What follows belongs to an exercise in optimizing a design on an open flow for small area, a short achievable clock period and few clock cycles per item; a production flow would make more cautious choices.
In this exercise RTL edits were held to simulation tests only and were not proved equivalent to the original.
Power figures rest on the tool's default switching activity, not on a simulated workload.

==> flow/design.v <==
module thermal_q_enc (
    input  wire        en,          
    input  wire [31:0] temp,
    output wire [8:0]  word,
    output wire        nan
);
    wire        sign = temp[31];
    wire [7:0]  e    = temp[30:23];
    wire [22:0] f    = temp[22:0];
    assign nan = en & (&e) & (|f);
    wire e_gt = e[7] & (|e[6:3] | (e[2] & (e[1] | e[0])));
    wire e_eq = e[7] & ~|e[6:3] & e[2] & ~e[1] & ~e[0];
    wire f_gt = f[22] | (f[21] & |f[20:0]);
    wire above = e_gt | (e_eq & f_gt);
    wire tiny = ~e[7] & ~(&e[6:3] & (e[2] | e[1]));
    wire [23:0] m = {1'b1, f};
    wire [16:2] c;                            
    assign c[2] = 1'b0;
    genvar i;
    generate
        for (i = 2; i < 16; i = i + 1) begin : lo
            assign c[i+1] = (m[i] & m[i-2]) | (c[i] & (m[i] | m[i-2]));
        end
    endgenerate
    wire [10:0] ha = {3'b000, m[23:16]};
    wire [10:0] hb = {1'b0, m[23:14]};
    wire [11:0] hc;
    wire [10:0] s5;
    assign hc[0] = c[16];
    generate
        for (i = 0; i < 11; i = i + 1) begin : hi
            assign s5[i]   = ha[i] ^ hb[i] ^ hc[i];
            assign hc[i+1] = (ha[i] & hb[i]) | (hc[i] & (ha[i] | hb[i]));
        end
    endgenerate
    wire [3:0]  k  = 4'd4 - e[3:0];
    wire [10:0] t1 = k[0] ? {1'b0, s5[10:1]}  : s5;
    wire [10:0] t2 = k[1] ? {2'b0, t1[10:2]}  : t1;
    wire [10:0] t4 = k[2] ? {4'b0, t2[10:4]}  : t2;
    wire [9:0]  t  = k[3] ? {7'b0, t4[10:8]}  : t4[9:0];
    wire [9:0]  ic;
    wire [8:0]  r;
    assign ic[0] = t[0];
    generate
        for (i = 0; i < 9; i = i + 1) begin : inc
            assign r[i]    = t[i+1] ^ ic[i];
            assign ic[i+1] = t[i+1] & ic[i];
        end
    endgenerate
    wire zero = ~en | (&e & |f) | sign | tiny;
    assign word = zero ? 9'd0 : above ? 9'd400 : r;
endmodule
module thermal_q_dec (
    input  wire [15:0] word,
    output wire [30:0] temp         
);
    wire        one = (word[15:1] == 15'd0) & word[0];
    wire        nz  = |word;
    wire [15:0] w   = {word[15:2], word[1] | one, word[0] & ~one};
    wire [2:0]  rc [0:16];
    wire [15:0] qq;
    assign rc[16] = 3'b000;
    genvar j;
    generate
        for (j = 15; j >= 0; j = j - 1) begin : div
            wire [2:0] a = rc[j+1];
            wire       b = w[j];
            assign qq[j]    = a[1] & (a[0] | b);
            assign rc[j][2] = a[0] & ~(~a[2] & a[1] & b) & ~(a[2] & ~b);
            assign rc[j][1] = (~a[2] & a[0]) | (a[2] & ~a[0] & ~b) | (a[0] & b);
            assign rc[j][0] = (~a[2] & b) | (a[1] & ~b);
        end
    endgenerate
    wire [13:0] q = qq[13:0];       
    wire [2:0]  r = rc[0];
    reg  [3:0]  pb;                 
    always @* begin
        case (r)
            3'b001:  pb = 4'b0011;
            3'b110:  pb = 4'b0110;
            3'b111:  pb = 4'b1001;
            3'b011:  pb = 4'b1100;
            default: pb = 4'b0000;
        endcase
    end
    wire        z8 = ~|q[13:6];
    wire [13:0] qa = z8 ? {q[5:0], pb, pb} : q;
    wire        z4 = ~|qa[13:10];
    wire [13:0] qb = z4 ? {qa[9:0], pb} : qa;
    wire        z2 = ~|qb[13:12];
    wire [13:0] qc = z2 ? {qb[11:0], pb[3:2]} : qb;
    wire        z1 = ~qc[13];
    wire [13:0] qn = z1 ? {qc[12:0], z2 ? pb[1] : pb[3]} : qc;
    reg  [9:0]  f;
    always @* begin
        case ({r, z2, z1})
            {3'b001, 2'd0}, {3'b110, 2'd3}, {3'b111, 2'd1}, {3'b011, 2'd2}: f = 10'd205;
            {3'b001, 2'd1}, {3'b110, 2'd0}, {3'b111, 2'd2}, {3'b011, 2'd3}: f = 10'd410;
            {3'b001, 2'd3}, {3'b110, 2'd2}, {3'b111, 2'd0}, {3'b011, 2'd1}: f = 10'd614;
            {3'b001, 2'd2}, {3'b110, 2'd1}, {3'b111, 2'd3}, {3'b011, 2'd0}: f = 10'd819;
            default: f = 10'd0;
        endcase
    end
    wire [3:0]  s    = {z8, z4, z2, z1};
    reg  [7:0]  expo;
    always @* begin
        case (s)
            4'd0: expo = 8'd139;
            4'd1: expo = 8'd138;
            4'd2: expo = 8'd137;
            4'd3: expo = 8'd136;
            4'd4: expo = 8'd135;
            4'd5: expo = 8'd134;
            4'd6: expo = 8'd133;
            4'd7: expo = 8'd132;
            4'd8: expo = 8'd131;
            4'd9: expo = 8'd130;
            4'd10: expo = 8'd129;
            4'd11: expo = 8'd128;
            4'd12: expo = 8'd127;
            4'd13: expo = 8'd126;
            4'd14: expo = 8'd125;
            4'd15: expo = 8'd124;
        endcase
        if (one) expo = 8'd123;
    end
    assign temp = {expo & {8{nz}}, qn[12:0], f};
endmodule
module thermal_quant (
    input  wire        clk,
    input  wire        rst,           
    input  wire        in_valid,
    output wire        in_ready,
    input  wire        in_op,         
    input  wire [31:0] in_data,       
    output wire        out_valid,
    input  wire        out_ready,
    output wire [31:0] out_data,      
    output wire        out_nan        
);
    reg        skd_free, cmd_valid, rsp_valid;    
    reg [32:0] skd, cmd;              
    reg [30:0] rsp_data;
    reg        rsp_nan;
    wire [8:0]  enc_word;
    wire        enc_nan;
    wire [30:0] dec_temp;
    thermal_q_enc u_enc (
        .en   (!cmd[32]),
        .temp (cmd[31:0]),
        .word (enc_word),
        .nan  (enc_nan)
    );
    thermal_q_dec u_dec (
        .word (cmd[15:0] & {16{cmd[32]}}),
        .temp (dec_temp)
    );
    wire   skd_valid = !skd_free;
    assign in_ready = skd_free;
    wire   accept   = in_valid && skd_free;
    wire   ld_rsp   = !rsp_valid || out_ready;
    wire   ld_cmd   = !cmd_valid || ld_rsp;
    always @(posedge clk) begin
        if (rst) begin
            skd_free  <= 1'b1;
            cmd_valid <= 1'b0;
            rsp_valid <= 1'b0;
        end else begin
            if (ld_rsp)
                rsp_valid <= cmd_valid;
            if (ld_cmd)
                cmd_valid <= skd_valid || accept;
            skd_free  <= ld_cmd || (skd_free && !accept);
        end
    end
    always @(posedge clk) begin
        if (skd_free)
            skd <= {in_op, in_data};
        if (ld_cmd)
            cmd <= skd_valid ? skd : {in_op, in_data};
        if (ld_rsp) begin
            rsp_data <= dec_temp | {22'd0, enc_word};
            rsp_nan  <= enc_nan;
        end
    end
    assign out_valid = rsp_valid;
    assign out_data  = {1'b0, rsp_data};
    assign out_nan   = rsp_nan;
endmodule
clock: 45.0 ns
lec_check: 0
abc_area: 1
cap_margin: 20
core_margin: 2
core_utilization: 40
cts_buf_list: sky130_fd_sc_hd__clkbuf_8
cts_cluster_diameter: 150
cts_cluster_size: 30
slew_margin: 20
standard.sh (not shown) runs the stock make flow with config.mk's settings and CLKGATE_MAP_FILE= SYNTH_SCRIPT=/design/flow/synth_recipe.tcl, a recipe that flattens the netlist after the stock synthesis.
==> flow/flow/run.sh <==
#!/bin/bash
# Layout flow: the standard synthesis, the same synthesis with an area-oriented
# ABC script (used when its registers match the standard synthesis's exactly),
# then the standard layout with plain buf_1 buffers on the ports.
set -euo pipefail
W=$PWD
R=results/sky130hd/thermal_quant/base

# 1. The standard synthesis: the reference for the registers.
bash standard.sh "WORK_HOME=$W/orfs_ref" synth > synth_ref.log 2>&1

# 2. The same synthesis with flow/area.abc as ABC's script.
NET=$W/orfs_ref/$R/1_2_yosys.v
if MY_ABC_SCRIPT=$W/flow/area.abc bash standard.sh "WORK_HOME=$W/orfs_area" \
     "SYNTH_SCRIPT=$W/flow/synth.tcl" synth > synth_area.log 2>&1; then
  regs() { grep -oE '^ *sky130_fd_sc_hd__[a-z0-9_]*df[a-z0-9_]* [^ ]+' "$1" | sed 's/^ *//; s/_[0-9]* / /' | sort; }
  regs "$NET" > regs_ref.txt
  regs "$W/orfs_area/$R/1_2_yosys.v" > regs_area.txt
  if cmp -s regs_ref.txt regs_area.txt && [ -s regs_ref.txt ]; then
    NET=$W/orfs_area/$R/1_2_yosys.v
  fi
fi
echo "netlist: $NET" > netlist_used.txt

# 3. The standard layout of that netlist.
bash standard.sh "SYNTH_NETLIST_FILES=$NET" \
  "BUFFER_PORTS_ARGS=-buffer_cell sky130_fd_sc_hd__buf_1" \
  "SETUP_SLACK_MARGIN=${MARGIN:-34.9}" finish > layout.log 2>&1
==> flow/flow/area.abc <==
strash
&get -n
&deepsyn -I 4 -J 50
&put
strash
&get -n
&dch -f
&nf -p -R 1000
&put
==> flow/flow/synth.tcl <==
# The standard synthesis script (synth_recipe.tcl), with ABC's mapping script
# replaced by flow/area.abc (an area-oriented mapping).
proc synth {args} { yosys synth -nofsm -noshare {*}$args }
proc abc {args} {
  set i [lsearch -exact $args -script]
  if {$i >= 0} { lset args [expr {$i + 1}] $::env(MY_ABC_SCRIPT) }
  yosys abc {*}$args
}
source $::env(SCRIPTS_DIR)/synth.tcl
# left out here: clear keep_hierarchy, flatten, clean up, hide names made inside functions, write 1_2_yosys.v
The first run produced a clean layout.
Testbench counts at the start, summed over its fixed seeds: cycles 12,304, items 12,288.
==> next run, changes <==
--- a/flow/config.mk
+++ b/flow/config.mk
@@ -10,6 +10,6 @@
 export CORE_MARGIN = 2
 export CORE_UTILIZATION = 40
-export CTS_BUF_LIST = sky130_fd_sc_hd__clkbuf_8
-export CTS_CLUSTER_DIAMETER = 150
-export CTS_CLUSTER_SIZE = 30
+export CTS_BUF_LIST = sky130_fd_sc_hd__clkbuf_16
+export CTS_CLUSTER_DIAMETER = 200
+export CTS_CLUSTER_SIZE = 50
 export SLEW_MARGIN = 20
Clock skew hardly moves.
Global-route usage rises by 0.10 points.
Design area increases by 1.7%.
==> next run, changes <==
--- a/flow/flow/run.sh
+++ b/flow/flow/run.sh
@@ -2,5 +2,6 @@
 # Layout flow: the standard synthesis, the same synthesis with an area-oriented
 # ABC script (used when its registers match the standard synthesis's exactly),
-# then the standard layout with plain buf_1 buffers on the ports.
+# then the standard layout with plain buf_1 buffers on the ports. The area
+# synthesis leaves adders to ABC (no full/half-adder cells).
 set -euo pipefail
 W=$PWD
@@ -13,5 +14,5 @@
 NET=$W/orfs_ref/$R/1_2_yosys.v
 if MY_ABC_SCRIPT=$W/flow/area.abc bash standard.sh "WORK_HOME=$W/orfs_area" \
-     "SYNTH_SCRIPT=$W/flow/synth.tcl" synth > synth_area.log 2>&1; then
+     "SYNTH_SCRIPT=$W/flow/synth.tcl" "ADDER_MAP_FILE=" synth > synth_area.log 2>&1; then
   regs() { grep -oE '^ *sky130_fd_sc_hd__[a-z0-9_]*df[a-z0-9_]* [^ ]+' "$1" | sed 's/^ *//; s/_[0-9]* / /' | sort; }
   regs "$NET" > regs_ref.txt
==> flow/flow/area.abc (replaced) <==
strash
&get -n
&deepsyn -I 4 -J 50
&put
strash
&get -n
&dch -f
&nf -p -R 1000
&put
strash
&get -n
&dch -f
&nf -p -R 1000
&put
strash
&get -n
&dch -f
&nf -p -R 1000
&put
--- a/flow/config.mk
+++ b/flow/config.mk
@@ -9,7 +9,5 @@
 export CAP_MARGIN = 20
 export CORE_MARGIN = 2
-export CORE_UTILIZATION = 40
-export CTS_BUF_LIST = sky130_fd_sc_hd__clkbuf_16
-export CTS_CLUSTER_DIAMETER = 200
-export CTS_CLUSTER_SIZE = 50
+export CORE_UTILIZATION = 60
+export CTS_BUF_LIST = sky130_fd_sc_hd__clkbuf_8
 export SLEW_MARGIN = 20
Effect:
- The new run completed without violations
- hold slack gains 0.011 ns
- non-clock buffer count went up by 2
- maximum frequency went down by 0.42%
- die area went down by 34%
- worst setup slack loses 0.042 ns
- combinational power went up by 43%
- via count went up by 3.3%
- synthesized cell count went down by 0.57%
==> next run, changes <==
--- a/flow/flow/run.sh
+++ b/flow/flow/run.sh
@@ -2,6 +2,5 @@
 # Layout flow: the standard synthesis, the same synthesis with an area-oriented
 # ABC script (used when its registers match the standard synthesis's exactly),
-# then the standard layout with plain buf_1 buffers on the ports. The area
-# synthesis leaves adders to ABC (no full/half-adder cells).
+# then the standard layout with plain buf_1 buffers on the ports.
 set -euo pipefail
 W=$PWD
@@ -14,5 +13,5 @@
 NET=$W/orfs_ref/$R/1_2_yosys.v
 if MY_ABC_SCRIPT=$W/flow/area.abc bash standard.sh "WORK_HOME=$W/orfs_area" \
-     "SYNTH_SCRIPT=$W/flow/synth.tcl" "ADDER_MAP_FILE=" synth > synth_area.log 2>&1; then
+     "SYNTH_SCRIPT=$W/flow/synth.tcl" synth > synth_area.log 2>&1; then
   regs() { grep -oE '^ *sky130_fd_sc_hd__[a-z0-9_]*df[a-z0-9_]* [^ ]+' "$1" | sed 's/^ *//; s/_[0-9]* / /' | sort; }
   regs "$NET" > regs_ref.txt
==> flow/flow/area.abc (replaced) <==
strash
&get -n
&deepsyn -I 4 -J 50
&put
strash
&get -n
&dch -f
&nf -p -R 1000
&put
--- a/flow/config.mk
+++ b/flow/config.mk
@@ -9,5 +9,5 @@
 export CAP_MARGIN = 20
 export CORE_MARGIN = 2
-export CORE_UTILIZATION = 60
+export CORE_UTILIZATION = 40
 export CTS_BUF_LIST = sky130_fd_sc_hd__clkbuf_8
 export SLEW_MARGIN = 20
Clock-buffer cell count does not change.
First-iteration DRC count grows by 70%.
Worst setup slack improves by 0.073 ns.
Cell area goes up by 3.4%.

port drivers added, routing unchanged:
The results above use ideal ports. As a check the final layouts listed here were re-extracted and re-timed, cells and wires unchanged.
Step 1: set_driving_cell puts a clkbuf_16 on clk and a buf_2 on each other input, an assumption about the parent block.
Step 2 times the ports against the registers' clock, not the clock port: input delays grow and output delays shrink by t, the midpoint of the rising clock arrivals with the driver on.
Three values: ideal, step 1, step 2; two values: the first two.
run | shift t [ns] | slack for setup (ns) | hold WS [ns] | latest minus earliest clock arrival (ns) | worst slew at a driven data input, ns
the first run | 0.412 | 35.051 / 35.037 / 34.652 | 0.464 / 0.464 / 0.464 | 0.010 / 0.011 | 0.03
the second run | 0.387 | 35.020 / 35.038 / 34.651 | 0.458 / 0.458 / 0.458 | 0.010 / 0.009 | 0.03
the third run | 0.391 | 34.979 / 34.989 / 34.598 | 0.469 / 0.469 / 0.469 | 0.017 / 0.018 | 0.04
the fourth run | 0.412 | 35.051 / 35.037 / 34.652 | 0.464 / 0.464 / 0.464 | 0.010 / 0.011 | 0.03
After both steps every run listed still meets setup and hold.
